Source: an optimization exercise on an open RTL-to-GDS flow (aim: small area and few clock cycles). Production flows keep margins and buffers that such runs may drop. Where RTL was checked, it was by simulation tests only, not by an equivalence proof against the original. Function not checked in runs 3 and 4: the RTL went through the layout flow alone. Power is estimated from default activity; no workload was simulated.

==> design/flow/design.v <==
module flash_ctrl (
    input  wire        clk,
    input  wire        rst,
    input  wire        start,
    input  wire [4:0]  op,
    input  wire [31:0] arg0,
    input  wire [31:0] arg1,
    input  wire [31:0] arg2,
    input  wire [31:0] arg3,
    output reg         busy,
    output reg         done,
    output reg         ok,
    output reg  [31:0] res_lo,
    output reg  [31:0] res_hi,
    output reg         bus_cs,
    output wire        bus_req,
    output reg  [7:0]  bus_tx,
    input  wire        bus_ack,
    input  wire [7:0]  bus_rx,
    output wire        ram_req,
    output wire        ram_we,
    output wire [31:0] ram_addr,
    output wire [7:0]  ram_wdata,
    input  wire        ram_ack,
    input  wire [7:0]  ram_rdata
);
    localparam [2:0] PH_INIT  = 3'd0;   
    localparam [2:0] PH_WR    = 3'd1;   
    localparam [2:0] PH_CMD   = 3'd2;   
    localparam [2:0] PH_POLL  = 3'd3;   
    localparam [2:0] PH_CSW   = 3'd4;   
    localparam [2:0] PH_BURST = 3'd5;   
    localparam [2:0] FS_GAP = 3'd0;     
    localparam [2:0] FS_OPC = 3'd1;
    localparam [2:0] FS_A2  = 3'd2;
    localparam [2:0] FS_A1  = 3'd3;
    localparam [2:0] FS_A0  = 3'd4;
    localparam [2:0] FS_DAT = 3'd5;
    reg  [4:0]  op_q;
    reg  [2:0]  ph;
    reg  [2:0]  fs;
    reg  [3:0]  dc;         
    reg         identified;
    reg  [23:0] ra;
    reg  [31:0] rp;
    reg  [24:0] cnt;
    reg  [22:0] xb;
    reg  [7:0]  pb, qb;
    reg         pbv, qbv;
    reg         first;      
    reg         wip;        
    reg         mism;       
    reg         match;      
    wire o_id    = (op_q == 5'd1) || (op_q == 5'd2);
    wire o_rdsr  = (op_q == 5'd3);
    wire o_prog  = (op_q == 5'd6) || (op_q == 5'd13);
    wire o_se    = (op_q == 5'd7);
    wire o_b32   = (op_q == 5'd8);
    wire o_b64   = (op_q == 5'd9);
    wire o_erng  = (op_q == 5'd14);
    wire o_ers   = o_se || o_b32 || o_b64 || o_erng;
    wire o_ce    = (op_q == 5'd10) || (op_q == 5'd15);
    wire o_read  = (op_q == 5'd12);
    wire o_cks   = (op_q == 5'd16);
    wire o_ver   = (op_q == 5'd17);
    wire o_gated = o_prog || o_ers || o_ce;
    wire o_valid = (op_q != 5'd0) && (op_q <= 5'd17);
    wire p_init  = (ph == PH_INIT);
    wire p_wr    = (ph == PH_WR);
    wire p_cmd   = (ph == PH_CMD);
    wire p_poll  = (ph == PH_POLL);
    wire p_csw   = (ph == PH_CSW);
    wire p_burst = (ph == PH_BURST);
    wire f_gap = (fs == FS_GAP);
    wire f_opc = (fs == FS_OPC);
    wire f_a2  = (fs == FS_A2);
    wire f_a1  = (fs == FS_A1);
    wire f_a0  = (fs == FS_A0);
    wire f_dat = (fs == FS_DAT);
    reg [7:0] opcode;
    always @(*) begin
        case (ph)
            PH_WR:    opcode = 8'h06;
            PH_POLL:  opcode = 8'h05;
            PH_CSW,
            PH_BURST: opcode = 8'h03;
            default: begin
                case (op_q)
                    5'd1, 5'd2:   opcode = 8'h9F;
                    5'd3:         opcode = 8'h05;
                    5'd4:         opcode = 8'h06;
                    5'd5:         opcode = 8'h04;
                    5'd6, 5'd13:  opcode = 8'h02;
                    5'd7, 5'd14:  opcode = 8'h20;
                    5'd8:         opcode = 8'h52;
                    5'd9:         opcode = 8'hD8;
                    5'd11:        opcode = 8'hB9;
                    5'd12:        opcode = 8'h03;
                    default:      opcode = 8'hC7;    
                endcase
            end
        endcase
    end
    wire cnt_nz   = (cnt != 25'd0);
    wire has_addr = p_csw || p_burst || (p_cmd && (o_prog || o_ers || o_read));
    wire data_after_addr = !p_cmd || o_prog || (o_read && cnt_nz);
    wire data_after_opc  = p_poll || (p_cmd && (o_id || o_rdsr));
    wire a_sh12 = p_cmd && o_se;
    wire a_sh15 = p_cmd && o_b32;
    wire a_sh16 = p_cmd && o_b64;
    wire a_sec  = p_cmd && o_erng;
    wire a_plain = !(a_sh12 || a_sh15 || a_sh16 || p_burst);
    wire [7:0] tx_a2 = ({8{a_plain}} & ra[23:16]) | ({8{p_burst}} & res_lo[23:16]) |
                       ({8{a_sh12}} & ra[11:4]) | ({8{a_sh15}} & ra[8:1]) |
                       ({8{a_sh16}} & ra[7:0]);
    wire [7:0] tx_a1 = ({8{a_plain}} & {ra[15:12], ra[11:8] & {4{!a_sec}}}) |
                       ({8{p_burst}} & res_lo[15:8]) |
                       ({8{a_sh12}} & {ra[3:0], 4'h0}) | ({8{a_sh15}} & {ra[0], 7'h0});
    wire [7:0] tx_a0 = ({8{a_plain && !a_sec}} & {ra[7:2], p_csw ? 2'b01 : ra[1:0]}) |
                       ({8{p_burst}} & res_lo[7:0]);
    always @(*) begin
        case (fs)
            FS_OPC:  bus_tx = opcode;
            FS_A2:   bus_tx = tx_a2;
            FS_A1:   bus_tx = tx_a1;
            FS_A0:   bus_tx = tx_a0;
            default: bus_tx = (p_cmd && o_prog) ? pb : 8'hFF;
        endcase
    end
    wire dat_ok = o_prog ? (pbv || !p_cmd) : !qbv;
    assign bus_req = bus_cs && !f_gap && (!f_dat || dat_ok);
    wire cnt_gt_pbv = (cnt[24:1] != 24'd0) || (cnt[0] && !pbv);
    wire ram_prog = o_prog && !p_init && !qbv && cnt_gt_pbv;
    wire ram_rd   = o_read && pbv;
    wire ram_ver  = p_burst && !pbv && cnt_nz && !mism;
    assign ram_req   = busy && (ram_prog || ram_rd || ram_ver);
    assign ram_we    = o_read;
    assign ram_addr  = rp;
    assign ram_wdata = o_read ? pb : 8'h00;
    wire st       = start && !busy;
    wire bus_step = bus_req && bus_ack;
    wire ram_step = ram_req && ram_ack;
    wire dstep    = bus_step && f_dat;
    wire lane_in  = !(first && (dc[1:0] < ra[1:0])) && cnt_nz;
    wire csw_sum  = dstep && p_csw && lane_in;
    wire csw_end  = dstep && p_csw && (dc[1:0] == 2'd3);
    wire need_b  = dstep && p_burst && cnt_nz && !mism;
    wire have_r  = pbv || ram_step;
    wire have_b  = qbv || need_b;
    wire [7:0] cmp_r = pbv ? pb : ram_rdata;
    wire [7:0] cmp_b = qbv ? qb : bus_rx;
    wire do_cmp  = p_burst && have_r && have_b;
    wire cmp_eq  = (cmp_r == cmp_b);
    wire cmp_ok  = do_cmp && cmp_eq;
    wire        acc_hi = o_ver && p_csw;
    wire [31:0] add_a  = acc_hi ? res_hi : res_lo;
    wire [7:0]  add_b  = p_burst ? 8'd1 : bus_rx;
    wire [31:0] add_o  = add_a + {24'd0, add_b};
    wire [7:0] id_exp = (dc[1:0] == 2'd0) ? 8'hEF : (dc[1:0] == 2'd1) ? 8'h40 : 8'h18;
    wire cnt_one = (cnt == 25'd1);
    reg dat_last;
    always @(*) begin
        case (ph)
            PH_CSW:   dat_last = (dc[1:0] == 2'd3);
            PH_BURST: dat_last = (dc == 4'd15);
            PH_POLL:  dat_last = 1'b1;
            default:  dat_last = o_id ? (dc[1:0] == 2'd2) :
                                 (o_prog || o_read) ? (cnt_one || (o_prog && ra[7:0] == 8'hFF)) :
                                 1'b1;
        endcase
    end
    wire cks_more = (cnt[24:2] != 23'd0) || (cnt[1:0] > ra[1:0]);
    wire sec_gt   = (ra[23:12] > cnt[23:12]);
    wire sec_ne   = (ra[23:12] != cnt[23:12]);
    wire xb_nz    = (xb != 23'd0);
    wire rej      = !o_valid || (o_gated && !identified);
    reg       g_go, g_fin, g_tob, g_sec;
    reg [2:0] g_ph;
    always @(*) begin
        g_go  = 1'b0;
        g_fin = 1'b0;
        g_tob = 1'b0;    
        g_sec = 1'b0;    
        g_ph  = ph;
        case (ph)
            PH_INIT: begin
                if (rej || (o_prog && !cnt_nz) || (o_erng && sec_gt)) begin
                    g_fin = 1'b1;
                end else if (o_gated) begin
                    g_go = 1'b1; g_ph = PH_WR;
                end else if (o_cks || o_ver) begin
                    if (cnt_nz) begin
                        g_go = 1'b1; g_ph = PH_CSW;
                    end else if (o_ver && xb_nz) begin
                        g_go = 1'b1; g_ph = PH_BURST; g_tob = 1'b1;
                    end else begin
                        g_fin = 1'b1;
                    end
                end else begin
                    g_go = 1'b1; g_ph = PH_CMD;
                end
            end
            PH_WR: begin
                g_go = 1'b1; g_ph = PH_CMD;
            end
            PH_CMD: begin
                if (o_gated) begin
                    g_go = 1'b1; g_ph = PH_POLL;
                end else if (!pbv) begin
                    g_fin = 1'b1;
                end
            end
            PH_POLL: begin
                if (wip) begin
                    g_go = 1'b1;
                end else if (o_prog && cnt_nz) begin
                    g_go = 1'b1; g_ph = PH_WR;
                end else if (o_erng && sec_ne) begin
                    g_go = 1'b1; g_ph = PH_WR; g_sec = 1'b1;
                end else begin
                    g_fin = 1'b1;
                end
            end
            PH_CSW: begin
                if (cks_more) begin
                    g_go = 1'b1;
                end else if (o_cks) begin
                    g_fin = 1'b1;
                end else begin
                    g_go = 1'b1; g_ph = PH_BURST; g_tob = 1'b1;
                end
            end
            default: begin   
                if (mism || !cnt_nz) begin
                    g_fin = 1'b1;
                end else if (!qbv) begin
                    g_go = 1'b1;
                end
            end
        endcase
    end
    wire gap = busy && f_gap;
    wire go  = gap && g_go;
    wire fin = gap && g_fin;
    wire f_end = bus_step && ((f_opc && !has_addr && !data_after_opc) ||
                              (f_a0 && !data_after_addr) ||
                              (f_dat && dat_last));
    reg [2:0] fs_next;
    always @(*) begin
        case (fs)
            FS_OPC:  fs_next = has_addr ? FS_A2 : data_after_opc ? FS_DAT : FS_GAP;
            FS_A2:   fs_next = FS_A1;
            FS_A1:   fs_next = FS_A0;
            FS_A0:   fs_next = data_after_addr ? FS_DAT : FS_GAP;
            default: fs_next = dat_last ? FS_GAP : FS_DAT;
        endcase
    end
    wire op_v = (op == 5'd17);
    wire op_c = (op == 5'd16);
    wire [4:0]  lt_sum = {1'b0, arg3[3:0]} + {1'b0, arg3[7:4]};
    wire [24:0] ver_c  = {arg2[22:0], 2'b00} - {20'd0, lt_sum};
    wire ra_p1  = dstep && p_cmd && o_prog;
    wire [23:0] ra_add = ra + {11'd0, g_sec, 9'd0, csw_end, 1'b0, ra_p1};
    wire [23:0] ra_st  = arg0[23:0] + {20'd0, arg3[3:0] & {4{op_v}}};
    wire ld_ra = st || ra_p1 || csw_end || (go && g_sec);
    wire cnt_dec = (dstep && p_cmd && (o_prog || o_read)) || csw_sum || cmp_ok;
    wire ld_cnt  = st || cnt_dec || (go && g_tob);
    wire [24:0] cnt_d = st ? (op_v ? ver_c : arg1[24:0]) :
                        cnt_dec ? cnt - 25'd1 : {xb, 2'b00};
    wire rl_st   = st;
    wire rl_add  = (csw_sum && !o_ver) || cmp_ok;
    wire rl_rx   = dstep && p_cmd && o_rdsr;
    wire rl_id   = fin && p_cmd && o_id;
    wire rl_clr  = fin && o_ver && !mism;
    wire ld_rl   = rl_st || rl_add || rl_rx || rl_id || rl_clr;
    wire [31:0] rl_d = ({32{rl_st && op_c}} & arg2) |
                       ({32{rl_st && op_v}} & arg0) |
                       ({32{rl_add}} & add_o) |
                       ({32{rl_rx}} & {24'd0, bus_rx}) |
                       ({32{rl_id && match}} & 32'h00EF4018);
    wire rh_add = csw_sum && o_ver;
    wire ld_rh  = st || rh_add;
    wire [31:0] rh_d = {32{rh_add}} & add_o;
    reg [7:0] pb_d, qb_d;
    reg       pbv_d, qbv_d;
    always @(*) begin : bufs
        reg push, pop;
        reg [7:0] din;
        pb_d  = pb;
        qb_d  = qb;
        pbv_d = pbv;
        qbv_d = qbv;
        push = o_prog ? ram_step : (dstep && p_cmd);
        pop  = o_prog ? (dstep && p_cmd) : ram_step;
        din  = o_prog ? ram_rdata : bus_rx;
        if (st) begin
            pbv_d = 1'b0;
            qbv_d = 1'b0;
        end else if (p_burst) begin
            if (do_cmp) begin
                pbv_d = 1'b0;
                qbv_d = 1'b0;
            end else begin
                if (ram_step) begin pb_d = ram_rdata; pbv_d = 1'b1; end
                if (need_b)   begin qb_d = bus_rx;    qbv_d = 1'b1; end
            end
        end else if (o_prog || o_read) begin
            if (push && pop) begin
                if (qbv) begin pb_d = qb; qb_d = din; end
                else     pb_d = din;
            end else if (pop) begin
                pb_d  = qb;
                pbv_d = qbv;
                qbv_d = 1'b0;
            end else if (push) begin
                if (!pbv) begin pb_d = din; pbv_d = 1'b1; end
                else      begin qb_d = din; qbv_d = 1'b1; end
            end
        end
    end
    always @(posedge clk) begin
        if (rst) begin
            busy       <= 1'b0;
            done       <= 1'b0;
            bus_cs     <= 1'b0;
            identified <= 1'b0;
        end else begin
            if (st) begin
                busy <= 1'b1;
                done <= 1'b0;
            end else if (fin) begin
                busy <= 1'b0;
                done <= 1'b1;
            end
            if (go)
                bus_cs <= 1'b1;
            else if (f_end)
                bus_cs <= 1'b0;
            if (rl_id)
                identified <= match;
        end
        if (st)       op_q <= op;
        if (st)       ph <= PH_INIT;
        else if (go)  ph <= g_ph;
        if (st)            fs <= FS_GAP;
        else if (go)       fs <= FS_OPC;
        else if (bus_step) fs <= fs_next;
        if (go)         dc <= 4'd0;
        else if (dstep) dc <= dc + 4'd1;
        if (ld_ra)  ra  <= st ? ra_st : ra_add;
        if (st)     rp  <= op_v ? arg1 : arg2;
        else if (ram_step) rp <= rp + 32'd1;
        if (ld_cnt) cnt <= cnt_d;
        if (st)     xb  <= arg2[22:0];
        if (ld_rl)  res_lo <= rl_d;
        if (ld_rh)  res_hi <= rh_d;
        pb  <= pb_d;
        qb  <= qb_d;
        pbv <= pbv_d;
        qbv <= qbv_d;
        if (st)          ok <= 1'b1;
        else if (fin)    ok <= !(p_init && rej) && match;
        if (st)          first <= 1'b1;
        else if (csw_end) first <= 1'b0;
        if (dstep && p_poll) wip <= bus_rx[0];
        if (st)          mism <= 1'b0;
        else if (do_cmp && !cmp_eq) mism <= 1'b1;
        if (st)          match <= 1'b1;
        else if (dstep && p_cmd && o_id && bus_rx != id_exp) match <= 1'b0;
    end
endmodule
==> design/flow/flow/run.sh <==
#!/bin/bash
# Layout flow: the standard flow (standard synthesis, floorplan, power
# grid, placement, CTS, routing) with two changes:
#  - port buffers use the smallest buffer cell instead of the default;
#  - clock tree synthesis inserts no dummy loads.
set -euo pipefail
export BUFFER_PORTS_ARGS="-buffer_cell sky130_fd_sc_hd__buf_1"
export CTS_ARGS="-sink_clustering_enable -repair_clock_nets -dont_use_dummy_load"
bash standard.sh finish > standard_flow.log 2>&1
==> design/flow/standard.sh <==
#!/bin/bash
# synth_recipe.tcl (not shown) runs the flow's synth.tcl, then flattens the netlist and writes it again
# the make line also repeats each setting of config.mk as NAME=value (left out here)
make -C /OpenROAD-flow-scripts/flow DESIGN_CONFIG=/design/flow/config.mk WORK_HOME=/design/flow/orfs CLKGATE_MAP_FILE= SYNTH_SCRIPT=/design/flow/synth_recipe.tcl "${@:-finish}"
==> design/flow/config.mk <==
export PLATFORM = sky130hd
export DESIGN_NAME = flash_ctrl
export DESIGN_NICKNAME = flash_ctrl
export VERILOG_FILES = /design/flow/design.v
export SDC_FILE = /design/flow/constraint.sdc
export NUM_CORES = 4
export LEC_CHECK = 0
export CAP_MARGIN = 20
export CORE_MARGIN = 2
export CORE_UTILIZATION = 40
export PLACE_DENSITY = 0.6
export SLEW_MARGIN = 20
==> design/flow/constraint.sdc <==
create_clock -name core_clock -period 10.0 [get_ports {clk}]
set_input_delay 2.0000 -clock core_clock [delete_from_list [all_inputs] [get_ports {clk}]]
set_output_delay 2.0000 -clock core_clock [all_outputs]
set_load 0.01 [all_outputs]
==> results of run 1 <==
## where the power goes
| group | switching [uW] | internal, uW |
|---|---|---|
| Sequential | 92.1 | 1080 |
| Combinational | 306 | 176 |
| Clock | 379 | 485 |
| Total | 777 | 1740 |
## placed cells by master, fill, tap and decap left out, types with 6 or more instances in the layout
cell type,netlist,layout
or3_1,9,9
a222oi_1,20,20
or2_2,9,9
nor4_1,17,17
nand4_1,23,23
and2_1,26,25
nor2b_1,13,13
inv_1,49,49
and3_1,31,31
a31oi_1,43,43
o311a_1,6,6
o21ai_0,89,88
a21oi_1,47,47
nand2_1,243,242
buf_1,10,248
nor3_1,36,36
nand2b_1,15,14
a22oi_1,33,33
mux2i_1,64,64
a211oi_1,12,12
nand3_1,74,74
dfxtp_1,28,28
xor2_1,61,61
nor2_1,190,189
o21a_1,10,10
and4_1,8,8
o211ai_1,27,27
nor4b_1,7,7
ha_1,50,50
xnor2_1,106,106
a21o_1,13,13
buf_4,0,26
mux2_2,13,13
clkbuf_16,0,28
edfxtp_1,190,190
or4_1,7,7
o22ai_1,9,9
a221o_1,10,10
## registers in the layout, summed over array words and instances, names as in the netlist, named ones only
name,count
bus_cs,1
busy,1
cnt,25
dc,4
done,1
first,1
fs,3
identified,1
match,1
mism,1
ok,1
op_q,5
pb,8
pbv,1
ph,3
qb,8
qbv,1
ra,24
res_hi,32
res_lo,32
rp,32
wip,1
xb,23
## metal layers
metal	track usage (%)	routed length (um)	share of wire (%)	vias to the layer above
met1	36.1	24200	42	7316
met4	8.70	1970	3.4	2
li1	-	-	-	6996
met5	0	16	0.028	-
met3	4.61	4280	7.4	112
met2	44.0	27000	47	639
## final cells by class
cell class / instances / area (um2) / area share (%)
Sequential cell: 218 / 6270 / 34.4
Clock buffer: 28 / 701 / 3.84
Timing Repair Buffer: 274 / 1130 / 6.18
Antenna cell: 1 / 2.50 / 0.0137
Inverter: 51 / 194 / 1.06
Tap cell: 525 / 657 / 3.60
Multi-Input combinational cell: 1421 / 9280 / 50.9
## kinds of logic after synthesis
kind of cell / after synthesis / share of synthesized area, %
AOI/OAI and AO/OA: 387 / 16.9
xor gates and xnor gates: 167 / 9.12
adders and majority gates: 55 / 4.52
buffers and inverters: 140 / 3.35
DFF: 218 / 39.1
muxes: 78 / 5.00
and+or+nand+nor: 734 / 22.0
## worst reg2reg max path: stages (launching register included)
cell	delay, ps
dfxtp_1	740
nor3b_2	610
nand4_2	180
buf_4	330
nand2_1	180
nand2_1	70
ha_1	340
nand2_1	90
o311ai_1	680
o22ai_1	390
nor3_2	480
nand3_1	240
nor3_1	240
xor2_1	240
o21ai_0	100
## metrics by stage
stage / std cells / utilization [%] / setup slack [ps] / cell area, um2 / power, uW
after CTS: 2517 / 46.0 / 3850 / 18200 / 2530
final: 2518 / 46.0 / 3700 / 18200 / 2520
after global routing: 2517 / 46.0 / 3470 / 18200 / 2620
after floorplan: 1779 / - / 4710 / 16000 / 1470
after detailed placement: 2489 / 44.2 / 3900 / 17500 / 1660
after global placement: 2489 / 44.2 / 3950 / 17500 / 1660
## final timing paths
path	slack, ps	end	startpoint
worst max-delay path	3700	bus_tx[2]	ph[0]
worst min-delay path	470	done	done
worst max register to register	4870	res_lo[31]	ph[2]
worst min register to register	470	done	done
==> results.toml, run 1 <==
[status]
outcome = "no timing/DRC/antenna violations"

[setup_path]
crit_path_end_kind = "primary output"
setup.worst_path.class = "flop to primary output"
cp_num_cells = 10
slowest_stage = "a21boi_1"
crit_top_cell = "nor4_1"
cp_num_buf_inv = 2
start_kind = "flop"
path_max_fanout = 18
critPathTopFamily = "compound AO/OA/AOI/OAI gates"
worst_ep_arrival_time_ps = 4300
worstPathRequired_ps = 8000
cp_cell_sequence = "or3b_1 -> nor4_1 -> buf_4 -> nor4_1 -> a21boi_1 -> a22oi_1 -> nand2_1 -> o21ai_0 -> a211oi_1 -> buf_1"
rr_worst_depth = 14
cpPeakStageDelay_ps = 830

[synthesis]
yosysTopAreaCellShare_pct = 35.6
async_reset_ff_share_pct = 0
synthesis.nets = 1988
synth_flop_cell = "edfxtp_1"
ys_ff_latch = 218
synth_area_um2 = 16000
synth.area.top_cells = "edfxtp_1 (36%), xnor2_1 (5.8%), nand2_1 (5.7%)"
ys_types = 89
synth_largest_area_cell = "edfxtp_1"
synth_most_common_cell = "nand2_1"
synthCells = 1779
seq_area_frac_synth_pct = 39.1
yosysWarnings = 1
synth_top_cells_by_count = "nand2_1 (243), edfxtp_1 (190), nor2_1 (190)"
syn_area_per_cell_um2 = 9.02
synth-edff-count = 190

[place]
port_buffers = 248
place_hpwl_um = 42800
gp_congestion = 0.950

[clock_tree]
cts_max_level = 1
clk_latency_ps = 590
post_cts_buffers = 0
numCtsBuffers = 28
ctsResizeCount = 0
holdBufCountCts = 0
clock_path_buffers = 3
root_buffer = "clkbuf_16"
cts_tree = "built"
clk_pin_slew_ps = 50
clock_sinks = 218

[drt]
post_drt_wl_per_cell_um = 22.8
drt-vias-per-instance = 5.98
drt-total-wl_um = 57500
ant_nets = 0
drc = 0
vias = 15100
first_iter_violations = 1560
drt-pass1-iter-count = 7

[worst_hold_path]
hold-path-cell-count = 2
hold_class = "flop to flop"

[sta]
slew_headroom_pct = 29.3
setup_tns_ps = 0
hold_violations = 0
worstMarginPinSlew_ps = 1060
rsz0062_at_grt = "no"
whs_ps = 472
finalMaxSlewViolations = 0
period_share_pct = 63.0
skew_ps = 72.0
finalSetupViolations = 0
fin_crit_ps = 6300
clock.fmax_mhz = 159

[floorplanning]
rows = 73
start_util_pct = 40.5
core_area_um2 = 39600
die_h_um = 204
die_area_um2 = 41700
io_pins = 273
die_x_um = 204

[finish]
nets = 2203
drive_above_1_share_pct = 5.37
area_growth_pct = 13.7
nFillCells = 3914

[grt]
antenna_found_initial = 2
overflow = 0
gr-usage-all-layers_pct = 26.9
grt_start_max_net_pins = 88
grt_pass1_vias = 14300
grt_pass1_wl_um = 86800

[pwr]
irDropWorstVdd_mv = 0.119
total_leakage_power_uw = 0.00635
p_per_area_nw_per_um2 = 138

[flow_run]
maxCapViolations = 0
Testbench counts, summed over its fixed seeds: cycles 502,877.
==> run 2: changes to the inputs <==
==> design/flow/run.sh (new file) <==
#!/bin/bash
# synth_recipe.tcl (not shown) runs the flow's synth.tcl, then flattens the netlist and writes it again
# the make line also repeats each setting of config.mk as NAME=value (left out here)
make -C /OpenROAD-flow-scripts/flow DESIGN_CONFIG=/design/flow/config.mk WORK_HOME=/design/flow/orfs CLKGATE_MAP_FILE= SYNTH_SCRIPT=/design/flow/synth_recipe.tcl finish
removed: design/flow/flow/run.sh
removed: design/flow/standard.sh
==> results.toml, run 2 <==
[sta]
rsz0062_at_grt = "no"
fin_ws_ps = 3270
finalMaxSlewViolations = 0
hold_violations = 0
clock.fmax_mhz = 149
slew_headroom_pct = 26.7
fin_crit_ps = 6730
skew_ps = 25.8
worstMarginPinSlew_ps = 1100
period_share_pct = 67.3
finalSetupViolations = 0
whs_ps = 458
setup_tns_ps = 0

[synthesis]
synth_most_common_cell = "nand2_1"
synthesis.nets = 1988
synth_flop_cell = "edfxtp_1"
synth-edff-count = 190
synthCells = 1779
synth_area_um2 = 16000
ys_types = 89
ys_ff_latch = 218
async_reset_ff_share_pct = 0
synth_largest_area_cell = "edfxtp_1"
yosysTopAreaCellShare_pct = 35.6
synth_top_cells_by_count = "nand2_1 (243), edfxtp_1 (190), nor2_1 (190)"
syn_area_per_cell_um2 = 9.02
yosysWarnings = 1
synth.area.top_cells = "edfxtp_1 (36%), xnor2_1 (5.8%), nand2_1 (5.7%)"
seq_area_frac_synth_pct = 39.1

[drt]
vias = 15000
drt-vias-per-instance = 5.92
drt-total-wl_um = 58700
first_iter_violations = 1464
drt-pass1-iter-count = 9
ant_nets = 0
drc = 0
post_drt_wl_per_cell_um = 23.1

[clock_tree]
holdBufCountCts = 0
clk_latency_ps = 590
root_buffer = "clkbuf_16"
clock_sinks = 218
cts_max_level = 1
numCtsBuffers = 28
clk_pin_slew_ps = 60
ctsResizeCount = 0
cts_tree = "built"
clock_path_buffers = 3
post_cts_buffers = 0

[setup_path]
rr_worst_depth = 12
path_max_fanout = 16
worst_ep_arrival_time_ps = 4730
cp_cell_sequence = "or3b_1 -> nor4_1 -> buf_4 -> nor4_1 -> buf_4 -> nand2_1 -> a31oi_1 -> a211oi_1 -> o221ai_1 -> o21a_1 -> clkdlybuf4s50_1"
start_kind = "flop"
slowest_stage = "dfxtp_1"
setup.worst_path.class = "flop to primary output"
crit_path_end_kind = "primary output"
cpPeakStageDelay_ps = 640
reg2reg_setup_slack_ps = 4720
regToRegEndpoint = "res_lo[29]"
r2r-start = "ph[2]"
worstPathRequired_ps = 8000

[grt]
gr-usage-all-layers_pct = 27.4
grt_pass1_wl_um = 88100
antenna_found_initial = 4
grt_pass1_vias = 14700
grt_start_max_net_pins = 92
overflow = 0

[finish]
final_area_um2 = 20000
fin_util_pct = 50.5
drive_above_1_share_pct = 6.06
mostFrequentLayoutCells = "clkdlybuf4s50_1 (248), nand2_1 (242), edfxtp_1 (190)"
area_growth_pct = 24.7
nets = 2203
nFillCells = 3795
final_common_cell = "clkdlybuf4s50_1"
reg_top3 = "res_hi x32, res_lo x32, rp x32"

[floorplanning]
die_x_um = 204
io_pins = 273
die_h_um = 204
die_area_um2 = 41700
core_area_um2 = 39600
rows = 73
start_util_pct = 40.5

[pwr]
p_per_area_nw_per_um2 = 139
total_leakage_power_uw = 0.00713
irDropWorstVdd_mv = 0.125

[worst_hold_path]
hold-path-cell-count = 2
hold_class = "flop to flop"
whs_endpoint = "done"
min-delay-start = "done"

[place]
gp_congestion = 0.924
dp_slack_ps = 3470
placed_cell_area_um2 = 19100
port_buffers = 248
place_hpwl_um = 43600

[status]
outcome = "no timing/DRC/antenna violations"

[flow_run]
maxCapViolations = 0
run 2: cell families (layout without fill, tap and decap cells):
kind of cell | after synthesis | count (layout) | share of synthesized area (%)
fa+ha+maj | 55 | 55 | 4.52
compound gates | 387 | 387 | 16.9
buf+inv | 140 | 374 | 3.35
simple gates | 734 | 734 | 22.0
flops | 218 | 218 | 39.1
other cells | 0 | 1 | 0
mux | 78 | 78 | 5.00
xor+xnor | 167 | 167 | 9.12
run 2: metal layers:
layer	vias up	wire length (um)	global-route usage, %
met4	4	2730	11.3
li1	7024	-	-
met3	124	3990	4.96
met1	7297	24900	36.0
met2	588	27100	44.6
met5	-	27	0
run 2: power breakdown:
group          switching [uW]  leakage [uW]  internal, uW  total (uW)
logic                     307       0.00461           255         562
registers                93.3       0.00206          1080        1170
clock network             426      0.000461           610        1040
run 2: through the flow:
step / std cells / total power, uW
after floorplan: 1779 / 1470
after global placement: 2489 / 1740
after global routing: 2538 / 2870
after CTS: 2538 / 2780
final: 2539 / 2770
after detailed placement: 2489 / 1750
run 2: worst max-delay path by stage:
stage	startpoint	end	slack (ps)	cells past startpoint
after floorplan	cnt[0]	res_lo[0]	4710	11
after global placement	op[2]	ra[21]	3470	15
after detailed placement	op[2]	ra[23]	3470	15
after CTS	ph[1]	bus_tx[3]	3350	11
after global routing	ph[1]	bus_tx[3]	3220	11
final	ph[1]	bus_tx[3]	3270	11
run 2: cell type report:
class,instances,area (um2),area share (%)
multi-input cells,1421,9280,46.4
well taps,525,657,3.28
inverters,51,194,0.970
clock inverters,17,183,0.913
diodes,1,2.50,0.0125
repair buffers,274,2680,13.4
flip-flops and latches,218,6270,31.3
clock buffers,32,746,3.73
run 2: critical path: cells and delay by family (launching register included):
kind                   cells  cell delay (ps)
AND/OR/NAND/NOR            4             1180
buffers and inverters      3             1000
flip-flops                 1              640
AO/OA/AOI/OAI              4             1340
==> run 3: changes to the inputs <==
--- a/design/flow/design.v
+++ b/design/flow/design.v
@@ -10,5 +10,5 @@
     output reg         busy,
     output reg         done,
-    output reg         ok,
+    output wire        ok,
     output reg  [31:0] res_lo,
     output reg  [31:0] res_hi,
@@ -31,4 +31,5 @@
     localparam [2:0] PH_CSW   = 3'd4;   
     localparam [2:0] PH_BURST = 3'd5;   
+    localparam [2:0] PH_VSET  = 3'd6;   
     localparam [2:0] FS_GAP = 3'd0;     
     localparam [2:0] FS_OPC = 3'd1;
@@ -72,4 +73,5 @@
     wire p_csw   = (ph == PH_CSW);
     wire p_burst = (ph == PH_BURST);
+    wire p_vset  = (ph == PH_VSET);
     wire f_gap = (fs == FS_GAP);
     wire f_opc = (fs == FS_OPC);
@@ -153,8 +155,20 @@
     wire cmp_eq  = (cmp_r == cmp_b);
     wire cmp_ok  = do_cmp && cmp_eq;
-    wire        acc_hi = o_ver && p_csw;
-    wire [31:0] add_a  = acc_hi ? res_hi : res_lo;
     wire [7:0]  add_b  = p_burst ? 8'd1 : bus_rx;
-    wire [31:0] add_o  = add_a + {24'd0, add_b};
+    wire [31:0] add_o;
+    wire [32:0] add_c;
+    assign add_c[0] = 1'b0;
+    genvar ai;
+    generate
+        for (ai = 0; ai < 32; ai = ai + 1) begin : g_add
+            if (ai < 8) begin : g_full
+                assign add_o[ai]   = res_lo[ai] ^ add_b[ai] ^ add_c[ai];
+                assign add_c[ai+1] = (res_lo[ai] & add_b[ai]) | (add_c[ai] & (res_lo[ai] ^ add_b[ai]));
+            end else begin : g_half
+                assign add_o[ai]   = res_lo[ai] ^ add_c[ai];
+                assign add_c[ai+1] = res_lo[ai] & add_c[ai];
+            end
+        end
+    endgenerate
     wire [7:0] id_exp = (dc[1:0] == 2'd0) ? 8'hEF : (dc[1:0] == 2'd1) ? 8'h40 : 8'h18;
     wire cnt_one = (cnt == 25'd1);
@@ -171,8 +185,17 @@
     end
     wire cks_more = (cnt[24:2] != 23'd0) || (cnt[1:0] > ra[1:0]);
-    wire sec_gt   = (ra[23:12] > cnt[23:12]);
+    wire [12:0] sg_c;
+    assign sg_c[0] = 1'b0;
+    genvar si;
+    generate
+        for (si = 0; si < 12; si = si + 1) begin : g_sg
+            assign sg_c[si+1] = (ra[12+si] & !cnt[12+si]) | (sg_c[si] & !(ra[12+si] ^ cnt[12+si]));
+        end
+    endgenerate
+    wire sec_gt   = sg_c[12];
     wire sec_ne   = (ra[23:12] != cnt[23:12]);
     wire xb_nz    = (xb != 23'd0);
     wire rej      = !o_valid || (o_gated && !identified);
+    assign ok     = !rej && match;
     reg       g_go, g_fin, g_tob, g_sec;
     reg [2:0] g_ph;
@@ -189,5 +212,7 @@
                 end else if (o_gated) begin
                     g_go = 1'b1; g_ph = PH_WR;
-                end else if (o_cks || o_ver) begin
+                end else if (o_ver) begin
+                    g_ph = PH_VSET;
+                end else if (o_cks) begin
                     if (cnt_nz) begin
                         g_go = 1'b1; g_ph = PH_CSW;
@@ -204,4 +229,13 @@
                 g_go = 1'b1; g_ph = PH_CMD;
             end
+            PH_VSET: begin
+                if (cnt_nz) begin
+                    g_go = 1'b1; g_ph = PH_CSW;
+                end else if (xb_nz) begin
+                    g_go = 1'b1; g_ph = PH_BURST; g_tob = 1'b1;
+                end else begin
+                    g_fin = 1'b1;
+                end
+            end
             PH_CMD: begin
                 if (o_gated) begin
@@ -242,4 +276,5 @@
     wire gap = busy && f_gap;
     wire go  = gap && g_go;
+    wire init_v = gap && p_init && o_ver;    
     wire fin = gap && g_fin;
     wire f_end = bus_step && ((f_opc && !has_addr && !data_after_opc) ||
@@ -258,28 +293,65 @@
     wire op_v = (op == 5'd17);
     wire op_c = (op == 5'd16);
-    wire [4:0]  lt_sum = {1'b0, arg3[3:0]} + {1'b0, arg3[7:4]};
-    wire [24:0] ver_c  = {arg2[22:0], 2'b00} - {20'd0, lt_sum};
+    wire [4:0]  lt_sum;
+    wire [4:0]  lt_c;
+    assign lt_c[0] = 1'b0;
+    genvar li;
+    generate
+        for (li = 0; li < 4; li = li + 1) begin : g_lt
+            assign lt_sum[li] = arg3[li] ^ arg3[li+4] ^ lt_c[li];
+            if (li < 3) begin : g_c
+                assign lt_c[li+1] = (arg3[li] & arg3[li+4]) | (lt_c[li] & (arg3[li] ^ arg3[li+4]));
+            end
+        end
+        assign lt_sum[4] = (arg3[3] & arg3[7]) | (lt_c[3] & (arg3[3] ^ arg3[7]));
+    endgenerate
     wire ra_p1  = dstep && p_cmd && o_prog;
-    wire [23:0] ra_add = ra + {11'd0, g_sec, 9'd0, csw_end, 1'b0, ra_p1};
-    wire [23:0] ra_st  = arg0[23:0] + {20'd0, arg3[3:0] & {4{op_v}}};
-    wire ld_ra = st || ra_p1 || csw_end || (go && g_sec);
+    wire [3:0]  ra_lo4 = init_v ? res_lo[8:5] : {1'b0, csw_end, 1'b0, ra_p1};
+    wire [23:0] ra_inc = {11'd0, g_sec, 8'd0, ra_lo4};
+    wire [23:0] ra_add;
+    wire [24:0] ra_c;
+    assign ra_c[0] = 1'b0;
+    genvar ri;
+    generate
+        for (ri = 0; ri < 24; ri = ri + 1) begin : g_ra
+            assign ra_add[ri]  = ra[ri] ^ ra_inc[ri] ^ ra_c[ri];
+            assign ra_c[ri+1]  = (ra[ri] & ra_inc[ri]) | (ra_c[ri] & (ra[ri] ^ ra_inc[ri]));
+        end
+    endgenerate
+    wire ld_ra = st || ra_p1 || csw_end || (go && g_sec) || init_v;
+    wire        swap   = go && g_tob;    
+    wire        use_xb = init_v || swap;
+    wire [24:0] sub_a  = use_xb ? {xb, 2'b00} : cnt;
+    wire [4:0]  sub_b  = init_v ? res_lo[4:0] : {4'd0, !swap};
+    wire [24:0] cnt_m1;
+    wire [25:0] cnt_b;
+    assign cnt_b[0] = 1'b0;
+    genvar ci;
+    generate
+        for (ci = 0; ci < 25; ci = ci + 1) begin : g_dec
+            if (ci < 5) begin : g_full
+                assign cnt_m1[ci]  = sub_a[ci] ^ sub_b[ci] ^ cnt_b[ci];
+                assign cnt_b[ci+1] = (!sub_a[ci] & sub_b[ci]) | (cnt_b[ci] & !(sub_a[ci] ^ sub_b[ci]));
+            end else begin : g_half
+                assign cnt_m1[ci]  = sub_a[ci] ^ cnt_b[ci];
+                assign cnt_b[ci+1] = !sub_a[ci] & cnt_b[ci];
+            end
+        end
+    endgenerate
     wire cnt_dec = (dstep && p_cmd && (o_prog || o_read)) || csw_sum || cmp_ok;
-    wire ld_cnt  = st || cnt_dec || (go && g_tob);
-    wire [24:0] cnt_d = st ? (op_v ? ver_c : arg1[24:0]) :
-                        cnt_dec ? cnt - 25'd1 : {xb, 2'b00};
+    wire ld_cnt  = st || cnt_dec || use_xb;
+    wire [24:0] cnt_d = st ? arg1[24:0] : cnt_m1;
     wire rl_st   = st;
-    wire rl_add  = (csw_sum && !o_ver) || cmp_ok;
-    wire rl_rx   = dstep && p_cmd && o_rdsr;
+    wire rl_add  = csw_sum || cmp_ok || (dstep && p_cmd && o_rdsr);
     wire rl_id   = fin && p_cmd && o_id;
-    wire rl_clr  = fin && o_ver && !mism;
-    wire ld_rl   = rl_st || rl_add || rl_rx || rl_id || rl_clr;
+    wire rl_clr  = (fin && o_ver && !mism) || init_v;
+    wire ld_rl   = rl_st || rl_add || rl_id || rl_clr || swap;
     wire [31:0] rl_d = ({32{rl_st && op_c}} & arg2) |
-                       ({32{rl_st && op_v}} & arg0) |
+                       ({32{swap}} & res_hi) |
                        ({32{rl_add}} & add_o) |
-                       ({32{rl_rx}} & {24'd0, bus_rx}) |
+                       {23'd0, {9{rl_st && op_v}} & {arg3[3:0], lt_sum}} |
                        ({32{rl_id && match}} & 32'h00EF4018);
-    wire rh_add = csw_sum && o_ver;
-    wire ld_rh  = st || rh_add;
-    wire [31:0] rh_d = {32{rh_add}} & add_o;
+    wire ld_rh  = st || swap || (fin && p_vset);
+    wire [31:0] rh_d = ({32{st && op_v}} & arg0) | ({32{swap}} & res_lo);
     reg [7:0] pb_d, qb_d;
     reg       pbv_d, qbv_d;
@@ -319,4 +391,14 @@
         end
     end
+    wire [32:0] rp_c;
+    wire [31:0] rp_inc;
+    assign rp_c[0] = 1'b1;
+    genvar gi;
+    generate
+        for (gi = 0; gi < 32; gi = gi + 1) begin : g_rpinc
+            assign rp_inc[gi]  = rp[gi] ^ rp_c[gi];
+            assign rp_c[gi+1]  = rp[gi] & rp_c[gi];
+        end
+    endgenerate
     always @(posedge clk) begin
         if (rst) begin
@@ -342,5 +424,5 @@
         if (st)       op_q <= op;
         if (st)       ph <= PH_INIT;
-        else if (go)  ph <= g_ph;
+        else if (go || init_v) ph <= g_ph;
         if (st)            fs <= FS_GAP;
         else if (go)       fs <= FS_OPC;
@@ -348,7 +430,7 @@
         if (go)         dc <= 4'd0;
         else if (dstep) dc <= dc + 4'd1;
-        if (ld_ra)  ra  <= st ? ra_st : ra_add;
+        if (ld_ra)  ra  <= st ? arg0[23:0] : ra_add;
         if (st)     rp  <= op_v ? arg1 : arg2;
-        else if (ram_step) rp <= rp + 32'd1;
+        else if (ram_step) rp <= rp_inc;
         if (ld_cnt) cnt <= cnt_d;
         if (st)     xb  <= arg2[22:0];
@@ -359,6 +441,4 @@
         pbv <= pbv_d;
         qbv <= qbv_d;
-        if (st)          ok <= 1'b1;
-        else if (fin)    ok <= !(p_init && rej) && match;
         if (st)          first <= 1'b1;
         else if (csw_end) first <= 1'b0;
==> design/flow/flow/run.sh (new file) <==
#!/bin/bash
# Layout flow: the standard flow (standard synthesis, floorplan, power
# grid, placement, CTS, routing) with these changes:
#  - port buffers use the smallest buffer cell instead of the default;
#  - clock tree synthesis uses smaller clock buffers and inserts no dummy loads.
set -euo pipefail
export BUFFER_PORTS_ARGS="-buffer_cell sky130_fd_sc_hd__buf_1"
export CTS_ARGS="-sink_clustering_enable -repair_clock_nets -dont_use_dummy_load -buf_list sky130_fd_sc_hd__clkbuf_4"
bash standard.sh finish > standard_flow.log 2>&1
==> design/flow/standard.sh (new file) <==
#!/bin/bash
# synth_recipe.tcl (not shown) runs the flow's synth.tcl, then flattens the netlist and writes it again
# the make line also repeats each setting of config.mk as NAME=value (left out here)
make -C /OpenROAD-flow-scripts/flow DESIGN_CONFIG=/design/flow/config.mk WORK_HOME=/design/flow/orfs CLKGATE_MAP_FILE= SYNTH_SCRIPT=/design/flow/synth_recipe.tcl "${@:-finish}"
removed: design/flow/run.sh
==> results.toml, run 3 <==
[status]
outcome = "no timing/DRC/antenna violations"

[clock_tree]
numCtsBuffers = 66
cts_max_level = 3
cts_tree = "built"
post_cts_buffers = 0
holdBufCountCts = 0
clk_pin_slew_ps = 50
root_buffer = "clkbuf_4"
clk_latency_ps = 740
ctsResizeCount = 0
clock_sinks = 217
clock_path_buffers = 3

[drt]
vias = 13100
drt-pass1-iter-count = 6
drt-vias-per-instance = 6.08
drc = 0
first_iter_violations = 1511
post_drt_wl_per_cell_um = 24.1
ant_nets = 0
drt-total-wl_um = 52100

[synthesis]
synthesis.nets = 1726
synth_most_common_cell = "nand2_1"
async_reset_ff_share_pct = 0
yosysTopAreaCellShare_pct = 39.3
synth_flop_cell = "edfxtp_1"
ys_ff_latch = 217
synth_largest_area_cell = "edfxtp_1"
syn_area_per_cell_um2 = 10.1
synthCells = 1437
synth.area.top_cells = "edfxtp_1 (39%), ha_1 (10%), nand2_1 (5.5%)"
seq_area_frac_synth_pct = 43.0
synth_area_um2 = 14500
synth-edff-count = 190
synth_top_cells_by_count = "nand2_1 (212), edfxtp_1 (190), ha_1 (117)"
ys_types = 89
yosysWarnings = 1

[setup_path]
start_kind = "input port"
path_max_fanout = 2
reg2reg_setup_slack_ps = 1360
r2r-start = "ph[1]"
setup.worst_path.class = "input port to flop"
critical_path.startpoint = "bus_rx[0]"
crit_top_cell = "ha_1"
worstPathRequired_ps = 10470
slowest_stage = "fa_1"
cpPeakStageDelay_ps = 440
crit_path_end_kind = "flop"
worst_ep_arrival_time_ps = 9390

[place]
port_buffers = 248
dp_cells = 2088
dp_slack_ps = 420
place_hpwl_um = 38600
gp_congestion = 0.942

[finish]
reg_top3 = "res_hi x32, res_lo x32, rp x32"
area_growth_pct = 13.2
final_common_cell = "buf_1"
nets = 1984
nFillCells = 3509
mostFrequentLayoutCells = "buf_1 (248), nand2_1 (211), edfxtp_1 (190)"
fin_cells = 2157
drive_above_1_share_pct = 8.74

[floorplanning]
io_pins = 273
die_x_um = 195
die_h_um = 195
die_area_um2 = 37900
rows = 69
core_area_um2 = 35700
start_util_pct = 40.7

[grt]
gr-usage-all-layers_pct = 27.1
antenna_found_initial = 3
grt_pass1_wl_um = 77700
grt_start_max_net_pins = 69
overflow = 0
grt_pass1_vias = 12600

[pwr]
total_leakage_power_uw = 0.00654
irDropWorstVdd_mv = 0.0678
p_per_area_nw_per_um2 = 145

[sta]
worstMarginPinSlew_ps = 1080
slew_headroom_pct = 26.8
clock.fmax_mhz = 112
fin_ws_ps = 1080
finalSetupViolations = 0
skew_ps = 87.5
finalMaxSlewViolations = 0
hold_violations = 0
rsz0062_at_grt = "no"
setup_tns_ps = 0
period_share_pct = 89.2
fin_crit_ps = 8920

[flow_run]
maxCapViolations = 0

[worst_hold_path]
min-delay-start = "first"
hold_class = "flop to flop"
## run 3: cell types whose count changed in the layout (fill, tap and decap cells not counted), sizes merged, moves of 29 or more
cell	delta
buf	+249
a22o	+39
xor2	-50
clkdlybuf4s50	-248
nand2	-32
ha	+67
nor2	-90
clkbuf	+34
nand3	-55
xnor2	-102
a31oi	-29
## run 3: final timing paths
path / end / cells past startpoint
max: res_lo[31] / 38
min reg2reg: first / 2
max reg2reg: res_lo[31] / 38
min: first / 2
## run 3: routing by layer
metal	share of wire [%]	vias up	track usage, %	wire [um]
li1	-	5979	-	-
met1	43	6339	38.0	22400
met2	44	683	41.4	23100
met3	9.2	111	5.17	4810
met4	3.5	0	10.9	1840
met5	0	-	0	0
## run 3: final cells by class
type / count / area, um2 / area share, %
well taps: 461 / 577 / 3.51
inverters: 64 / 240 / 1.46
repair buffers: 275 / 1130 / 6.89
flip-flops and latches: 217 / 6250 / 38.0
multi-input cells: 1071 / 7750 / 47.1
diodes: 3 / 7.51 / 0.0456
clock buffers: 66 / 495 / 3.01
## run 3: logic make-up (layout without fill, tap and decap cells)
group | count (synthesis) | count (layout) | synth area share, %
AND/OR/NAND/NOR | 466 | 466 | 15.2
AO/OA/AOI/OAI | 381 | 381 | 19.0
flip-flops | 217 | 217 | 43.0
buffers and inverters | 149 | 405 | 4.14
adder cells (fa/ha/maj) | 135 | 135 | 12.6
multiplexers | 74 | 74 | 5.21
XOR/XNOR | 15 | 15 | 0.904
other | 0 | 3 | 0
## run 3: stage by stage
stage	util [%]	hold slack, ps	cell area, um2	power (uW)
finish	46.1	456	16400	2390
global route	46.1	476	16400	2510
CTS	46.1	452	16400	2400
detailed placement	44.7	445	15900	1730
global placement	44.7	430	15900	1720
floorplan	-	423	14500	1510
## run 3: power breakdown
| part | internal (uW) | switching (uW) |
|---|---|---|
| clock | 299 | 369 |
| combinational | 176 | 337 |
| sequential | 1100 | 105 |
| total | 1570 | 811 |
## run 3: worst max-delay path: cells and delay by family
| family | cells | cell delay [ps] |
|---|---|---|
| fa+ha+maj | 31 | 6460 |
| buf+inv | 4 | 360 |
| compound gates | 1 | 360 |
| simple gates | 1 | 130 |
| xor+xnor | 1 | 80 |
==> run 4: changes to the inputs <==
--- a/design/flow/flow/run.sh
+++ b/design/flow/flow/run.sh
@@ -6,4 +6,4 @@
 set -euo pipefail
 export BUFFER_PORTS_ARGS="-buffer_cell sky130_fd_sc_hd__buf_1"
-export CTS_ARGS="-sink_clustering_enable -repair_clock_nets -dont_use_dummy_load -buf_list sky130_fd_sc_hd__clkbuf_4"
+export CTS_ARGS="-sink_clustering_enable -repair_clock_nets -dont_use_dummy_load -buf_list sky130_fd_sc_hd__clkbuf_8 -sink_clustering_size 30"
 bash standard.sh finish > standard_flow.log 2>&1
==> results.toml, run 4 <==
[status]
outcome = "no timing/DRC/antenna violations"

[synthesis]
ys_ff_latch = 217
yosysTopAreaCellShare_pct = 39.3
seq_area_frac_synth_pct = 43.0
synth_area_um2 = 14500
syn_area_per_cell_um2 = 10.1
async_reset_ff_share_pct = 0
synth_most_common_cell = "nand2_1"
yosysWarnings = 1
synth_largest_area_cell = "edfxtp_1"
synthesis.nets = 1726
synth-edff-count = 190
synthCells = 1437
synth.area.top_cells = "edfxtp_1 (39%), ha_1 (10%), nand2_1 (5.5%)"
synth_flop_cell = "edfxtp_1"
ys_types = 89
synth_top_cells_by_count = "nand2_1 (212), edfxtp_1 (190), ha_1 (117)"

[finish]
nets = 1958
num_antenna_cells = 0
fin_cells = 2128
mostFrequentLayoutCells = "buf_1 (248), nand2_1 (211), edfxtp_1 (190)"
multiInputGateArea_um2 = 7750
reg_top3 = "res_hi x32, res_lo x32, rp x32"
nFillCells = 3511
drive_above_1_share_pct = 7.32
seqCellArea_um2 = 6250
area_growth_pct = 13.6
final_common_cell = "buf_1"

[drt]
ant_nets = 0
post_drt_wl_per_cell_um = 24.3
drt-pass1-iter-count = 8
drt-vias-per-instance = 6.11
first_iter_violations = 1524
drc = 0
vias = 13000
drt-total-wl_um = 51800

[floorplanning]
die_area_um2 = 37900
die_h_um = 195
start_util_pct = 40.7
io_pins = 273
core_area_um2 = 35700
die_x_um = 195
rows = 69

[place]
port_buffers = 248
gp_congestion = 0.942
place_hpwl_um = 38600
dp_cells = 2088

[pwr]
netSwitchingPower_uw = 797
pwr-share-seq_pct = 49.7
p_int_uw = 1630
combPwrFrac_pct = 21.1
total_leakage_power_uw = 0.00652
p_per_area_nw_per_um2 = 147
p_clk_share_pct = 29.2
p_sw_share_pct = 32.8
irDropWorstVdd_mv = 0.0774

[clock_tree]
cts_max_level = 2
root_buffer = "clkbuf_8"
ctsResizeCount = 0
holdBufCountCts = 0
clock_sinks = 217
clk_latency_ps = 550
post_cts_buffers = 0
clock_path_buffers = 3
cts_tree = "built"
clk_pin_slew_ps = 60
numCtsBuffers = 40

[sta]
worstMarginPinSlew_ps = 1080
finalMaxSlewViolations = 0
hold_violations = 0
slew_headroom_pct = 27.2
fin_crit_ps = 9100
finalSetupViolations = 0
rsz0062_at_grt = "no"
skew_ps = 33.2
setup_tns_ps = 0
clock.fmax_mhz = 110
period_share_pct = 91.0

[grt]
gr-usage-all-layers_pct = 26.7
overflow = 0
antenna_found_initial = 1
grt_pass1_wl_um = 77100
grt_pass1_vias = 12300
grt_start_max_net_pins = 69

[setup_path]
regToRegEndpoint = "res_lo[31]"
reg2reg_setup_slack_ps = 1370
r2r-start = "ph[1]"
crit_path_end_kind = "flop"
endpoint = "res_lo[31]"
worstPathRequired_ps = 10290
slowest_stage = "fa_1"
cpPeakStageDelay_ps = 440
start_kind = "input port"
setup.worst_path.class = "input port to flop"
worst_ep_arrival_time_ps = 9390
critical_path.startpoint = "bus_rx[0]"
rr_worst_depth = 38
path_max_fanout = 2
crit_top_cell = "ha_1"

[worst_hold_path]
hold_class = "flop to flop"

[flow_run]
maxCapViolations = 0
## run 4: cell counts after synthesis
No cell type changed its count.
## run 4: worst min-delay path by stage
stage,start,endpoint,cells after the start,slack [ps]
3_3_place_gp,first,first,2,430
4_1_cts,first,first,2,450
5_1_grt,first,first,2,480
6_report,first,first,2,450
2_1_floorplan,first,first,2,420
3_5_place_dp,first,first,2,450
## run 4: metrics by stage
| stage | worst slack, ps | hold WS, ps | instance area (um2) | total power (uW) | util [%] |
|---|---|---|---|---|---|
| final | 904 | 454 | 16500 | 2430 | 46.3 |
| after CTS | 966 | 451 | 16500 | 2440 | 46.3 |
| after global placement | 596 | 430 | 15900 | 1720 | 44.7 |
| after floorplan | 1350 | 423 | 14500 | 1510 | - |
| after detailed placement | 420 | 445 | 15900 | 1730 | 44.7 |
| after global routing | 569 | 475 | 16500 | 2540 | 46.3 |
## run 4: cell families after synthesis
| group | count (synthesis) | synth area share (%) |
|---|---|---|
| AND/OR/NAND/NOR | 466 | 15.2 |
| AO/OA/AOI/OAI | 381 | 19.0 |
| flip-flops | 217 | 43.0 |
| buffers and inverters | 149 | 4.14 |
| adder cells (fa/ha/maj) | 135 | 12.6 |
| multiplexers | 74 | 5.21 |
| XOR/XNOR | 15 | 0.904 |
## run 4: power groups by stage
stage / combinational, uW / sequential, uW / clock [uW]
final: 512 / 1210 / 708
after detailed placement: 508 / 1220 / 0
after global placement: 501 / 1220 / 0
after global routing: 570 / 1210 / 757
after floorplan: 317 / 1190 / 0
after CTS: 510 / 1200 / 725
## run 4: worst max-delay path: cells and delay by family
kind	cells	cell delay [ps]
compound gates	1	360
xor+xnor	1	80
fa+ha+maj	31	6450
buf+inv	4	360
simple gates	1	130
## run 4: routing by layer
| metal | vias up | track usage, % | wire, um | share of wire, % |
|---|---|---|---|---|
| li1 | 5894 | - | - | - |
| met1 | 6294 | 37.9 | 22400 | 43 |
| met2 | 713 | 41.7 | 23100 | 45 |
| met3 | 105 | 4.36 | 4710 | 9.1 |
| met4 | 2 | 8.46 | 1590 | 3.1 |
| met5 | - | 0 | 11 | 0.021 |
## run 4: layout make-up
cell class / instances / share of cell area, %
Multi-Input combinational cell: 1071 / 47.0
Sequential cell: 217 / 37.9
Timing Repair Buffer: 275 / 6.87
Tap cell: 461 / 3.50
Clock buffer: 40 / 3.34
Inverter: 64 / 1.46
==> run 5: changes to the inputs <==
--- a/design/flow/design.v
+++ b/design/flow/design.v
@@ -47,5 +47,6 @@
     reg  [24:0] cnt;
     reg  [22:0] xb;
-    reg  [7:0]  pb, qb;
+    wire [7:0]  pb = xb[7:0];
+    wire [7:0]  qb = xb[15:8];
     reg         pbv, qbv;
     reg         first;      
@@ -434,9 +435,7 @@
         else if (ram_step) rp <= rp_inc;
         if (ld_cnt) cnt <= cnt_d;
-        if (st)     xb  <= arg2[22:0];
+        xb  <= st ? arg2[22:0] : {xb[22:16], qb_d, pb_d};
         if (ld_rl)  res_lo <= rl_d;
         if (ld_rh)  res_hi <= rh_d;
-        pb  <= pb_d;
-        qb  <= qb_d;
         pbv <= pbv_d;
         qbv <= qbv_d;
--- a/design/flow/flow/run.sh
+++ b/design/flow/flow/run.sh
@@ -6,4 +6,4 @@
 set -euo pipefail
 export BUFFER_PORTS_ARGS="-buffer_cell sky130_fd_sc_hd__buf_1"
-export CTS_ARGS="-sink_clustering_enable -repair_clock_nets -dont_use_dummy_load -buf_list sky130_fd_sc_hd__clkbuf_8 -sink_clustering_size 30"
+export CTS_ARGS="-sink_clustering_enable -repair_clock_nets -dont_use_dummy_load -buf_list sky130_fd_sc_hd__clkbuf_2"
 bash standard.sh finish > standard_flow.log 2>&1
==> results.toml, run 5 <==
[synthesis]
synth.area.top_cells = "edfxtp_1 (38%), ha_1 (11%), mux2i_1 (5.8%)"
seq_area_frac_synth_pct = 41.4
yosysTopAreaCellShare_pct = 37.5
synthCells = 1404
synth_flop_cell = "edfxtp_1"
syn_area_per_cell_um2 = 9.92
synth_largest_area_cell = "edfxtp_1"
synth_top_cells_by_count = "nand2_1 (208), edfxtp_1 (174), ha_1 (117)"
ys_ff_latch = 201
yosysWarnings = 1
async_reset_ff_share_pct = 0
synth_area_um2 = 13900
ys_types = 92
synth-edff-count = 174
synth_most_common_cell = "nand2_1"
synthesis.nets = 1693

[finish]
nets = 1941
fin_util_pct = 45.4
final_common_cell = "buf_1"
drive_above_1_share_pct = 7.39
nFillCells = 3468
area_growth_pct = 12.0
mostFrequentLayoutCells = "buf_1 (248), nand2_1 (207), edfxtp_1 (174)"
reg_top3 = "res_hi x32, res_lo x32, rp x32"

[floorplanning]
start_util_pct = 40.5
die_x_um = 191
core_area_um2 = 34400
rows = 68
io_pins = 273
die_h_um = 191
die_area_um2 = 36300

[clock_tree]
clk_pin_slew_ps = 80
holdBufCountCts = 0
cts_max_level = 2
ctsResizeCount = 0
post_cts_buffers = 0
clock_sinks = 201
clk_latency_ps = 890
numCtsBuffers = 54
clock_path_buffers = 3
root_buffer = "clkbuf_2"
cts_tree = "built"

[grt]
grt_pass1_vias = 12100
grt_pass1_wl_um = 76300
antenna_found_initial = 1
overflow = 0
grt_start_max_net_pins = 98
gr-usage-all-layers_pct = 28.5

[sta]
rsz0062_at_grt = "no"
finalMaxSlewViolations = 0
hold_violations = 0
slew_headroom_pct = 18.2
period_share_pct = 84.9
skew_ps = 113
finalSetupViolations = 0
clock.fmax_mhz = 118
fin_crit_ps = 8490
worstMarginPinSlew_ps = 1200
setup_tns_ps = 0
whs_ps = 469

[setup_path]
worstPathRequired_ps = 10640
setup.worst_path.class = "input port to flop"
r2r-start = "cnt[19]"
cpPeakStageDelay_ps = 450
path_max_fanout = 2
start_kind = "input port"
worst_ep_arrival_time_ps = 9130
crit_path_end_kind = "flop"
slowest_stage = "fa_1"
reg2reg_setup_slack_ps = 1760
crit_top_cell = "ha_1"
regToRegEndpoint = "cnt[24]"
rr_worst_depth = 34

[place]
port_buffers = 248
gp_congestion = 0.969
place_hpwl_um = 39200

[worst_hold_path]
hold_class = "flop to flop"
whs_endpoint = "done"
hold-path-cell-count = 1
min-delay-start = "done"

[drt]
first_iter_violations = 1316
drt-pass1-iter-count = 6
post_drt_wl_per_cell_um = 24.8
ant_nets = 0
drc = 0
vias = 12600
drt-total-wl_um = 52200
drt-vias-per-instance = 6.00

[pwr]
total_leakage_power_uw = 0.00656
irDropWorstVdd_mv = 0.0675
power.total_uw = 2250
p_per_area_nw_per_um2 = 144

[status]
outcome = "no timing/DRC/antenna violations"

[flow_run]
maxCapViolations = 0
run 5: cell types whose count changed in the layout (fill, tap and decap cells not counted), moves of 11 or more:
cell | before | now
o21ai_0 | 66 | 79
mux2i_1 | 61 | 80
clkbuf_2 | 0 | 54
nor4_1 | 7 | 18
a22oi_1 | 40 | 6
clkbuf_8 | 40 | 0
edfxtp_1 | 190 | 174
run 5: cell families after synthesis:
kind of cell | share of synthesized area (%)
adder cells (fa/ha/maj) | 13.1
multiplexers | 5.99
AND/OR/NAND/NOR | 15.4
buffers and inverters | 4.30
flip-flops | 41.4
XOR/XNOR | 1.20
AO/OA/AOI/OAI | 18.6
run 5: worst max path at each step:
| stage | slack [ps] | start | cells after the start | end |
|---|---|---|---|---|
| 2_1_floorplan | 1350 | bus_rx[0] | 36 | res_lo[30] |
| 3_3_place_gp | 710 | bus_rx[0] | 38 | res_lo[31] |
| 3_5_place_dp | 650 | bus_rx[0] | 38 | res_lo[31] |
| 4_1_cts | 1600 | bus_rx[0] | 38 | res_lo[31] |
| 5_1_grt | 1050 | bus_rx[0] | 38 | res_lo[31] |
| 6_report | 1510 | bus_rx[0] | 38 | res_lo[31] |
run 5: per-layer routing:
metal	share of wire (%)	up-vias	wire, um	GRT usage [%]
li1	-	5751	-	-
met1	40	5991	21100	37.7
met2	44	771	23100	43.6
met3	11	125	5640	7.53
met4	4.6	0	2430	13.0
met5	0	-	0	0
run 5: final cells by class:
class / instances / area (um2) / area share (%)
multi-input combinational: 1061 / 7620 / 48.8
sequential: 201 / 5770 / 37.0
timing repair buffer: 274 / 1150 / 7.35
tap: 455 / 569 / 3.65
clock buffer: 54 / 270 / 1.73
inverter: 60 / 225 / 1.44
antenna: 1 / 2.50 / 0.0160
run 5: critical path, delay by kind of cell:
family	cells	cell delay, ps
adder cells (fa/ha/maj)	31	6360
AO/OA/AOI/OAI	1	310
buffers and inverters	4	300
AND/OR/NAND/NOR	1	100
XOR/XNOR	1	60
run 5: stage by stage:
step	std cells	worst slack [ps]	instance area, um2
3_3_place_gp	2050	709	15300
5_1_grt	2106	1050	15600
6_report	2106	1510	15600
3_5_place_dp	2050	648	15300
2_1_floorplan	1404	1350	13900
4_1_cts	2104	1600	15600
run 5: power breakdown:
group | total (uW) | internal, uW | switching, uW
Clock | 465 | 140 | 325
Combinational | 613 | 218 | 395
Sequential | 1170 | 1030 | 137
Testbench counts of run 5, summed over its fixed seeds: cycles 503,256.
==> run 6: changes to the inputs <==
--- a/design/flow/flow/run.sh
+++ b/design/flow/flow/run.sh
@@ -6,4 +6,4 @@
 set -euo pipefail
 export BUFFER_PORTS_ARGS="-buffer_cell sky130_fd_sc_hd__buf_1"
-export CTS_ARGS="-sink_clustering_enable -repair_clock_nets -dont_use_dummy_load -buf_list sky130_fd_sc_hd__clkbuf_2"
+export CTS_ARGS="-sink_clustering_enable -repair_clock_nets -dont_use_dummy_load -buf_list {sky130_fd_sc_hd__clkbuf_2 sky130_fd_sc_hd__clkbuf_4}"
 bash standard.sh finish > standard_flow.log 2>&1
==> results.toml, run 6 <==
[status]
outcome = "no timing/DRC/antenna violations"

[finish]
drive_above_1_share_pct = 7.45
mostFrequentLayoutCells = "buf_1 (248), nand2_1 (207), edfxtp_1 (174)"
reg_top3 = "res_hi x32, res_lo x32, rp x32"
final_common_cell = "buf_1"
final_area_um2 = 15700
area_growth_pct = 13.0
nets = 1942

[setup_path]
worst_ep_arrival_time_ps = 9110
cpPeakStageDelay_ps = 440
setup.worst_path.class = "input port to flop"
path_max_fanout = 2
start_kind = "input port"
crit_top_cell = "ha_1"
worstPathRequired_ps = 10470
crit_path_end_kind = "flop"
slowest_stage = "fa_1"
r2r-start = "ph[1]"
critical_path.startpoint = "bus_rx[0]"

[synthesis]
synth-edff-count = 174
synthesis.nets = 1693
synthCells = 1404
yosysTopAreaCellShare_pct = 37.5
syn_area_per_cell_um2 = 9.92
synth_top_cells_by_count = "nand2_1 (208), edfxtp_1 (174), ha_1 (117)"
synth_flop_cell = "edfxtp_1"
synth_largest_area_cell = "edfxtp_1"
yosys.area_share.simple_pct = 15.4
synthAdderAreaFrac_pct = 13.1
seq_area_frac_synth_pct = 41.4
synthMuxAreaShare_pct = 5.99
async_reset_ff_share_pct = 0
synth_area_um2 = 13900
ys_ff_latch = 201
synth.area.top_cells = "edfxtp_1 (38%), ha_1 (11%), mux2i_1 (5.8%)"
yosysWarnings = 1
synth_xor_area_share_pct = 1.20
ys_types = 92
synth-compound-area-share_pct = 18.6
synth_top_family_by_area = "compound AO/OA/AOI/OAI gates"
synth_most_common_cell = "nand2_1"

[sta]
hold_violations = 0
skew_ps = 80.3
finalSetupViolations = 0
setup_tns_ps = 0
clock.fmax_mhz = 116
period_share_pct = 86.4
fin_crit_ps = 8640
rsz0062_at_grt = "no"
finalMaxSlewViolations = 0
worstMarginPinSlew_ps = 1160
slew_headroom_pct = 20.7

[clock_tree]
numCtsBuffers = 55
cts_tree = "built"
cts_max_level = 2
clk_pin_slew_ps = 60
ctsResizeCount = 0
post_cts_buffers = 0
clock_path_buffers = 3
root_buffer = "clkbuf_4"
holdBufCountCts = 0
clk_latency_ps = 730
clock_sinks = 201

[grt]
grt_pass1_wl_um = 76400
grt_pass1_vias = 12100
antenna_found_initial = 1
gr-usage-all-layers_pct = 28.5
overflow = 0
grt_start_max_net_pins = 98

[floorplanning]
core_area_um2 = 34400
die_x_um = 191
die_area_um2 = 36300
io_pins = 273
die_h_um = 191
start_util_pct = 40.5
rows = 68

[place]
placed_cell_area_um2 = 15300
gp_congestion = 0.969
port_buffers = 248
place_hpwl_um = 39200

[drt]
post_drt_wl_per_cell_um = 24.8
vias = 12700
drt-total-wl_um = 52300
drt-vias-per-instance = 6.00
ant_nets = 0
drc = 0
first_iter_violations = 1335
drt-pass1-iter-count = 10

[pwr]
p_per_area_nw_per_um2 = 150
irDropWorstVdd_mv = 0.0801
total_leakage_power_uw = 0.00659

[worst_hold_path]
hold_class = "flop to flop"
min-delay-start = "done"

[flow_run]
maxCapViolations = 0
run 6: layout make-up:
type	count	area, um2
Timing Repair Buffer	274	1150
Multi-Input combinational cell	1061	7620
Sequential cell	201	5770
Tap cell	455	569
Antenna cell	1	2.50
Inverter	60	225
Fill cell	3448	18600
Clock buffer	55	413
run 6: per-stage QoR:
step	hold slack [ps]	setup slack (ps)	util [%]	power (uW)	std cells
floorplan	451	1350	-	1510	1404
global route	493	829	45.8	2480	2107
CTS	468	1410	45.7	2370	2105
global placement	449	709	44.5	1780	2050
detailed placement	455	648	44.5	1790	2050
finish	463	1360	45.8	2360	2107
run 6: worst paths after layout:
kind / to / slack, ps / cells after the start
worst max-delay path: res_lo[31] / 1360 / 38
worst min register to register: done / 460 / 1
worst min-delay path: done / 460 / 1
worst max register to register: res_lo[31] / 1740 / 42
run 6: power by group:
group,internal (uW),switching [uW],leakage [uW]
clock,247,328,0.000253
sequential,1040,137,0.00191
combinational,218,396,0.00443
total,1500,860,0.00659
run 6: logic make-up (layout without fill, tap and decap cells):
kind of cell	count (synthesis)	after routing
fa+ha+maj	135	135
other cells	0	1
mux	83	83
simple gates	466	466
buf+inv	142	389
xor+xnor	19	19
compound gates	358	358
flops	201	201
run 6: layer usage:
| layer | GRT usage (%) | vias to the layer above | share of wire (%) | wire [um] |
|---|---|---|---|---|
| met4 | 12.5 | 0 | 4.4 | 2320 |
| met5 | 0 | - | 0 | 0 |
| met2 | 43.7 | 713 | 44 | 23300 |
| met1 | 37.9 | 6055 | 41 | 21300 |
| li1 | - | 5753 | - | - |
| met3 | 7.23 | 131 | 10 | 5460 |
run 6: critical path, delay by kind of cell:
family | cells | cell delay (ps)
adders and majority gates | 31 | 6330
and+or+nand+nor | 1 | 100
buffers and inverters | 4 | 300
xor gates and xnor gates | 1 | 60
AOI/OAI and AO/OA | 1 | 310

afterwards: timing with drivers on the ports:
No port has a modelled driver above. Below, the same layouts with a new extraction and two added sets of constraints.
Step 1 (the two cells are an assumption about what drives the block):
set clk [get_ports {clk}]
set_driving_cell -lib_cell sky130_fd_sc_hd__clkbuf_16 $clk
set_driving_cell -lib_cell sky130_fd_sc_hd__buf_2 [delete_from_list [all_inputs] $clk]
Step 2 adds t to the input delays and takes it off the output delays; t is the mean of the earliest and latest rising clock arrival at the registers after step 1. Input paths then give back, and output paths get back, about the clock's delay inside the block.
Three values: ideal, step 1, step 2; two values: the first two.
run	shift t [ns]	setup WS [ns]	hold slack, ns
run 1	0.607	3.705 / 3.650 / 3.926	0.472 / 0.472 / 0.472
run 2	0.629	3.272 / 3.217 / 3.436	0.458 / 0.458 / 0.458
run 3	0.742	1.081 / 1.106 / 0.363	0.456 / 0.456 / 0.456
run 4	0.581	0.904 / 0.931 / 0.349	0.454 / 0.454 / 0.454
run 5	0.884	1.506 / 1.519 / 0.634	0.469 / 0.469 / 0.469
run 6	0.735	1.361 / 1.374 / 0.639	0.463 / 0.463 / 0.463
After both steps setup and hold are still met in every run listed. For run 5, which loses most, drivers alone change the setup slack by +0.013 ns; drivers and shift together by -0.872 ns.
